This design comes from an exercise in tuning for small area, a short achievable clock period and few clock cycles on the open sky130 flow, not from production work.
Function was checked by simulation only, so behaviour that the tests miss may differ from the original.
Power and IR drop assume default switching activity.

--- flow/design.v ---
module rfbi_timing_solver (
    input  wire         clk,
    input  wire         rst,
    input  wire         cmd_valid,
    output wire         cmd_ready,
    input  wire         cmd_op,
    input  wire [31:0]  cmd_rate_khz,
    input  wire [319:0] cmd_req,
    output reg          done,
    output reg          res_ok,
    output reg          res_gran,
    output reg  [31:0]  res_word_a,
    output reg  [31:0]  res_word_b,
    output wire [329:0] res_rounded,
    output wire [31:0]  period_ps
);
    localparam integer NSTEP = 1;                   
    localparam integer QB    = (7 + NSTEP - 1) / NSTEP * NSTEP;
    localparam integer NCYC  = QB / NSTEP;          
    localparam integer RW    = 31;                  
    localparam integer RR    = 32 - QB + QB - NSTEP;
    localparam [2:0] S_IDLE  = 3'd0;
    localparam [2:0] S_STEP  = 3'd1;    
    localparam [2:0] S_FIN   = 3'd2;    
    localparam [2:0] S_SINIT = 3'd3;    
    localparam [2:0] S_SSTEP = 3'd4;    
    localparam [31:0] PS_PER_KHZ = 32'd1000000000;
    reg  [2:0]  state;
    reg  [4:0]  cnt;
    reg  [29:0] per;                    
    wire idle  = (state == S_IDLE);
    wire step  = (state == S_STEP);
    wire fin   = (state == S_FIN);
    wire sinit = (state == S_SINIT);
    wire sstep = (state == S_SSTEP);
    assign cmd_ready = idle;
    assign period_ps = {2'b00, per};
    reg  [4:0]  blen;
    integer b;
    always @(*) begin
        blen = 5'd0;
        for (b = 0; b < 30; b = b + 1)
            if (per[b]) blen = b[4:0] + 5'd1;
    end
    wire [5:0]  sbits0  = 6'd31 - {1'b0, blen};
    wire [5:0]  sbits   = (sbits0 + NSTEP - 1) / NSTEP * NSTEP;
    wire [31:0] set_rem = PS_PER_KHZ >> sbits;
    reg  [RR-1:0] rem  [0:9];
    reg  [QB-1:0] lo   [0:9];           
    reg  [32:0]   acc  [0:9];
    wire [9:0]    fit1, fit2;
    wire [5:0]    tc1 [0:9];            
    wire [5:0]    tc2 [0:9];            
    wire          div2 = ~&fit1;
    genvar g;
    generate
        for (g = 0; g < 10; g = g + 1) begin : g_eng
            wire [31:0] req  = cmd_req[32*g +: 32];
            wire        nz   = |rem[g];
            wire [QB-1:0] q  = lo[g];
            wire [8:0]  t1   = {1'b0, q} + {8'd0, nz};
            wire [8:0]  t1p  = t1 + 9'd1;
            assign tc1[g] = t1[5:0];
            assign tc2[g] = t1p[6:1];
            if (g == 0 || g == 2 || g == 5) begin : g_on
                assign fit1[g] = t1 <= 9'd15;
                assign fit2[g] = t1 <= 9'd30;
            end else begin : g_off
                assign fit1[g] = t1 <= 9'd63;
                assign fit2[g] = t1 <= 9'd126;
            end
            wire [1:0]  kk  = div2 ? {nz & ~q[0], q[0]} : {1'b0, nz};
            wire [32:0] kp  = kk[1] ? {2'b00, per, 1'b0} :
                              kk[0] ? {3'b000, per} : 33'd0;
            wire        set0 = (g == 0) && sstep;
            wire [32:0] addp = set0 ? 33'd1 : {3'b000, per};
            reg  [RW-1:0] r;
            reg  [32:0]   a;
            reg  [QB-1:0] l;
            reg  [31:0]   cand;
            reg  [32:0]   diff, opa, sum;
            reg           ge, nb;
            integer       k;
            always @(*) begin
                r = {{(RW-RR){1'b0}}, rem[g]};
                a = acc[g];
                l = lo[g];
                for (k = 0; k < NSTEP; k = k + 1) begin
                    if (set0)
                        nb = PS_PER_KHZ[cnt * NSTEP + NSTEP - 1 - k];
                    else
                        nb = l[QB-1];
                    cand = {r, nb};
                    diff = {1'b0, cand} - {3'b000, per};
                    ge   = ~diff[32];
                    r    = ge ? diff[RW-1:0] : cand[RW-1:0];
                    l    = {l[QB-2:0], ge};
                    if (k == 0) begin
                        opa = fin ? a : {a[31:0], 1'b0};
                        sum = opa + (fin ? kp : addp);
                        a   = (fin | ge) ? sum : opa;
                    end else begin
                        opa = {a[31:0], 1'b0};
                        sum = opa + addp;
                        if (!fin) a = ge ? sum : opa;
                    end
                end
            end
            always @(posedge clk) begin
                if (idle) begin
                    rem[g]  <= req[31:QB];
                    lo[g]   <= req[QB-1:0];
                    acc[g]  <= 33'd0;
                end else begin
                    if (g == 0 && sinit)
                        rem[g] <= set_rem[RR-1:0];
                    else
                        rem[g] <= r[RR-1:0];
                    lo[g]  <= l;
                    acc[g] <= a;
                end
            end
            assign res_rounded[33*g +: 33] = acc[g];
        end
    endgenerate
    function [31:0] pack_a;
        input [59:0] tv;
        reg [5:0] cs_on, cs_off, we_on, we_off, re_on, re_off, mx;
        begin
            we_on  = tv[2*6 +: 6];
            we_off = tv[3*6 +: 6]; if (we_off <= we_on) we_off = we_on + 6'd1;
            re_on  = tv[5*6 +: 6];
            re_off = tv[6*6 +: 6]; if (re_off <= re_on) re_off = re_on + 6'd1;
            cs_on  = tv[0*6 +: 6];
            cs_off = tv[1*6 +: 6]; if (cs_off <= cs_on) cs_off = cs_on + 6'd1;
            mx = (we_off > re_off) ? we_off : re_off;
            if (cs_off < mx) cs_off = mx;
            pack_a = {2'b00, re_off, re_on[3:0], we_off, we_on[3:0],
                      cs_off, cs_on[3:0]};
        end
    endfunction
    function [31:0] pack_b;
        input [59:0] tv;
        reg [5:0] we_on, we_off, re_on, re_off;
        reg [5:0] access, we_cycle, re_cycle, cs_pulse;
        begin
            we_on  = tv[2*6 +: 6];
            we_off = tv[3*6 +: 6]; if (we_off <= we_on) we_off = we_on + 6'd1;
            re_on  = tv[5*6 +: 6];
            re_off = tv[6*6 +: 6]; if (re_off <= re_on) re_off = re_on + 6'd1;
            access   = tv[8*6 +: 6]; if (access <= re_on) access = re_on + 6'd1;
            we_cycle = tv[4*6 +: 6]; if (we_cycle < we_off) we_cycle = we_off;
            re_cycle = tv[7*6 +: 6]; if (re_cycle < re_off) re_cycle = re_off;
            cs_pulse = tv[9*6 +: 6];
            pack_b = {4'b0000, access, 4'b0000, cs_pulse, re_cycle, we_cycle};
        end
    endfunction
    reg [59:0] tv1, tv2;
    integer f;
    always @(*) begin
        for (f = 0; f < 10; f = f + 1) begin
            tv1[6*f +: 6] = tc1[f];
            tv2[6*f +: 6] = tc2[f];
        end
    end
    always @(posedge clk) begin
        if (rst) begin
            state <= S_IDLE;
            done  <= 1'b0;
        end else begin
            done <= 1'b0;
            case (state)
                S_IDLE: begin
                    if (cmd_valid) begin
                        cnt   <= NCYC - 1;
                        state <= cmd_op ? S_STEP : S_SINIT;
                    end
                end
                S_STEP: begin
                    cnt <= cnt - 5'd1;
                    if (cnt == 5'd0) state <= S_FIN;
                end
                S_FIN: begin
                    done  <= 1'b1;
                    state <= S_IDLE;
                end
                S_SINIT: begin
                    cnt   <= sbits / NSTEP - 1;
                    state <= S_SSTEP;
                end
                S_SSTEP: begin
                    cnt <= cnt - 5'd1;
                    if (cnt == 5'd0) begin
                        done  <= 1'b1;
                        state <= S_IDLE;
                    end
                end
                default: state <= S_IDLE;
            endcase
        end
    end
    always @(posedge clk) begin
        if (idle && cmd_valid && !cmd_op)
            per <= cmd_rate_khz[29:0];
        else if (sstep && cnt == 5'd0)
            per <= g_eng[0].a[29:0];
    end
    always @(posedge clk) begin
        res_ok     <= &fit2;
        res_gran   <= div2;
        res_word_a <= div2 ? pack_a(tv2) : pack_a(tv1);
        res_word_b <= div2 ? pack_b(tv2) : pack_b(tv1);
    end
endmodule
--- flow/run.sh ---
#!/bin/bash
# synth_recipe.tcl (not shown) runs the flow's synth.tcl, then flattens the netlist and writes it again
# the make line also repeats each setting of config.mk as NAME=value (left out here)
make -C /OpenROAD-flow-scripts/flow DESIGN_CONFIG=/design/flow/config.mk WORK_HOME=/design/flow/orfs CLKGATE_MAP_FILE= SYNTH_SCRIPT=/design/flow/synth_recipe.tcl finish
--- flow/config.mk ---
export PLATFORM = sky130hd
export DESIGN_NAME = rfbi_timing_solver
export DESIGN_NICKNAME = rfbi_timing_solver
export VERILOG_FILES = /design/flow/design.v
export SDC_FILE = /design/flow/constraint.sdc
export NUM_CORES = 4
export LEC_CHECK = 0
export CAP_MARGIN = 20
export CORE_MARGIN = 2
export CORE_UTILIZATION = 40
export PLACE_DENSITY = 0.6
export SLEW_MARGIN = 20
--- flow/constraint.sdc ---
create_clock -name core_clock -period 11.0 [get_ports {clk}]
set_input_delay 2.2000 -clock core_clock [delete_from_list [all_inputs] [get_ports {clk}]]
set_output_delay 2.2000 -clock core_clock [all_outputs]
set_load 0.01 [all_outputs]
==> flow_metrics.env <==
export IMPL_final_layout_size_suffix_gt1_share_pct=4.34
export IMPL_grt_use_total_pct=33.7
export IMPL_synth_area_per_cell_um2=7.03
export IMPL_fill_cells=17600
export IMPL_syn_area_um2=71100
export IMPL_synth_edff_count=35
export IMPL_slew_headroom_pct=10.7
export IMPL_hold_end="lo[0][5]"
export IMPL_period_needed_ns=10.34
export IMPL_core_area_um2=176000
export IMPL_worstHoldStart="lo[0][4]"
export IMPL_clock_root_buffer="clkbuf_16"
export IMPL_initial_core_util_pct=40.3
export IMPL_clk_pin_slew_ns=0.06
export IMPL_postCtsHoldBufs=0
export IMPL_hold_depth=2
export IMPL_worstPathRequired_ns=11.63
export IMPL_critPathLaunchType="flop"
export IMPL_ys_seq_area_share_pct=23.2
export IMPL_tritoncts="done"
export IMPL_die_x_um=426
export IMPL_grt_pass1_vias=71000
export IMPL_max_vdd_ir_drop_mv=0.198
export IMPL_drc=0
export IMPL_synth_top_cell_area_share_pct=21.7
export IMPL_wl_per_cell_um=24.4
export IMPL_cp_end_kind="flop"
export IMPL_cellPowerDensity_nw_per_um2=262
export IMPL_finalSetupViolations=0
export IMPL_final_common_cell="nand2_1"
export IMPL_hold_path_class="flop to flop"
export IMPL_cpMaxStageDelayCell="a2111oi_0"
export IMPL_synth_ff_type="dfxtp_1"
export IMPL_syn_inst=10100
export IMPL_rr_worst_depth=33
export IMPL_critical_path_class="flop to flop"
export IMPL_clockBufferDepth=3
export IMPL_yosys_warnings=4
export IMPL_drt_vias_per_instance=5.82
export IMPL_synthToLayoutAreaGrowth_pct=19.9
export IMPL_rsz0062_at_grt="no"
export IMPL_yosysTopAreaCell="dfxtp_1"
export IMPL_synth_async_sr_flop_share_pct=0
export IMPL_nets=11800
export IMPL_worstPathMaxFanout=30
export IMPL_synth_seq_cells=805
export IMPL_setup_slack_ns=0.659
export IMPL_synthDistinctLibCells=97
export IMPL_drtPass1Iterations=5
export IMPL_synthTopCellsByArea="dfxtp_1 (22%), ha_1 (13%), nand2_1 (12%), a21oi_1 (7.4%), o21ai_0 (5.6%)"
export IMPL_grt_pass1_wl_mm=461
export IMPL_num_vias=76500
export IMPL_io_buffers=771
export IMPL_final_cell_mix="nand2_1 (2205), a21oi_1 (1046), nor2_1 (911)"
export IMPL_post_cts_buffers=0
export IMPL_h_tree_depth=3
export IMPL_finalWirelength_mm=321
export IMPL_hold_viol_final=0
export IMPL_critPathMostFrequentCell="a21o_1"
export IMPL_fmax_mhz=96.7
export IMPL_r2r_end="acc[9][31]"
export IMPL_regToRegSetupSlack_ns=0.66
export IMPL_die_height_um=426
export IMPL_cts_buffers=106
export IMPL_post_route_period_util_pct=94.0
export IMPL_ant_nets=0
export IMPL_place_hpwl_mm=234
export IMPL_cts_sinks=805
export IMPL_status="complete, no violations"
export IMPL_pin_count=786
export IMPL_finalClockSkew_ns=0.0344
export IMPL_insertion_delay_ns=0.77
export IMPL_dp_slack_ns=0.819
export IMPL_max_stage_delay_ns=0.73
export IMPL_maxSlewViolCount=0
export IMPL_overflow=0
export IMPL_place_congestion=0.986
export IMPL_cts_resized_gates=0
export IMPL_p_leak_nw=38.0
export IMPL_fin_setup_tns_ns=0
export IMPL_num_rows=154
export IMPL_antenna_found_initial=33
export IMPL_cap_viol_max_count=0
export IMPL_cp_arrival_ns=10.97
export IMPL_dieArea_um2=181000
export IMPL_tightest_slew_ns=1.33
export IMPL_rr_startpoint="rem[5][10]"
export IMPL_grt_max_degree=159
export IMPL_drt_first_iter_violations=7215
## layout make-up
| class | count | area (µm²) | area share, % |
|---|---|---|---|
| tap | 2340 | 2930 | 3.44 |
| timing repair buffer | 944 | 9110 | 10.7 |
| inverter | 340 | 1280 | 1.51 |
| clock buffer | 157 | 3170 | 3.72 |
| sequential | 805 | 16500 | 19.3 |
| multi-input combinational | 8496 | 51600 | 60.6 |
| antenna | 17 | 42.5 | 0.0499 |
| clock inverter | 41 | 587 | 0.689 |
## flip-flops by register name, indices dropped and copies added (netlist names)
register,count
acc,330
cnt,5
done,1
lo,70
per,30
rem,310
res_gran,1
res_ok,1
res_word_a,30
res_word_b,24
state,3
## metrics by stage
stage,std cells,hold slack [ns],total power [mW],utilization [%],cell area (µm²)
floorplan,10100,0.443,13.8,-,71100
global placement,12900,0.458,18.0,46.2,81400
detailed placement,12900,0.466,18.2,46.2,81400
CTS,13100,0.472,22.2,48.3,85100
global route,13100,0.488,24.0,48.3,85200
finish,13100,0.472,22.4,48.3,85200
## logic make-up after synthesis
kind of cell | Yosys count | share of synthesized area, %
adder cells (fa/ha/maj) | 779 | 13.9
multiplexers | 138 | 2.01
AO/OA/AOI/OAI | 2906 | 24.6
flip-flops | 805 | 23.2
AND/OR/NAND/NOR | 4076 | 24.6
buffers and inverters | 830 | 4.47
XOR/XNOR | 585 | 7.23
other | 1 | 0.00527
## power by group
group / internal (mW) / switching [mW]
combinational: 5.53 / 8.37
clock: 2.31 / 1.54
sequential: 3.77 / 0.841
## layer usage
layer | part of all wire, % | routed length [µm] | vias to the layer above | GRT usage [%]
li1 | - | - | 36500 | -
met1 | 41 | 131000 | 36000 | 42.3
met2 | 43 | 140000 | 3178 | 52.6
met3 | 7.4 | 23700 | 757 | 4.88
met4 | 8.3 | 26600 | 2 | 24.7
met5 | 0.0041 | 13 | - | 0
## Yosys cell counts, types with 23 or more instances
cell type and n:
a21o_1 242, ha_1 757, clkbuf_1 446, nor4_1 88, nand2_1 2207, xor2_1 200, nor2_1 920, o21a_1 113
mux2i_1 115, o21ai_0 799, edfxtp_1 35, nand3_1 155, a211oi_1 85, a31oi_1 88, a21oi_1 1046, o31ai_1 32
nor3_1 126, nand4_1 52, and3_1 86, a22oi_1 30, a211o_1 23, a21boi_0 40, o21bai_1 87, nor2b_1 100
dfxtp_1 770, inv_1 339, o22ai_1 31, a22o_1 36, o211ai_1 41, nand2b_1 104, xnor2_1 383, or2_2 30
or3_1 66, and2_1 53
## how the worst max path moves through the flow
stage,start,end,cells after the start
after floorplan,rem[0][14],acc[9][31],33
after global placement,rem[5][9],acc[9][31],33
after detailed placement,rem[5][10],acc[9][31],33
after CTS,rem[5][10],acc[9][31],33
after global routing,rem[5][9],acc[9][31],33
final,rem[5][10],acc[9][31],33
## critical path: cells and delay by family (launching register included)
family          cells  cell delay, ns
simple gates       11            3.47
flops               1            0.34
xor+xnor            2            0.79
compound gates     15            4.30
fa+ha+maj           2            0.55
buf+inv             3            0.71
Testbench counts, summed over its fixed seeds: cycles 5,094.

separate check: timing with driven ports:
How much do the figures lean on ideal ports? The routed layout below was timed once more, with nothing changed but the port constraints. Step 1 sets driving cells, clkbuf_16 on the clock port and buf_2 on the other inputs (assumed; they add their load-dependent delay and slew). Step 2, shift: input delay + t, output delay - t, t = (earliest + latest rising clock arrival at the registers) / 2. This alone moves slack from input paths to output paths. Slacks: ideal ports / drivers / drivers and shift; pairs: ideal ports / drivers.
t (ns): 0.853
setup slack, ns: 0.659 / 0.659 / 0.659
hold WS [ns]: 0.472 / 0.472 / 0.472
latest minus earliest clock arrival (ns): 0.034 / 0.034
pins driven straight from the clock port: 1
After both steps this run still meets setup and hold. The setup slack of this run moves by 0.000 ns with the drivers and by 0.000 ns with both steps.
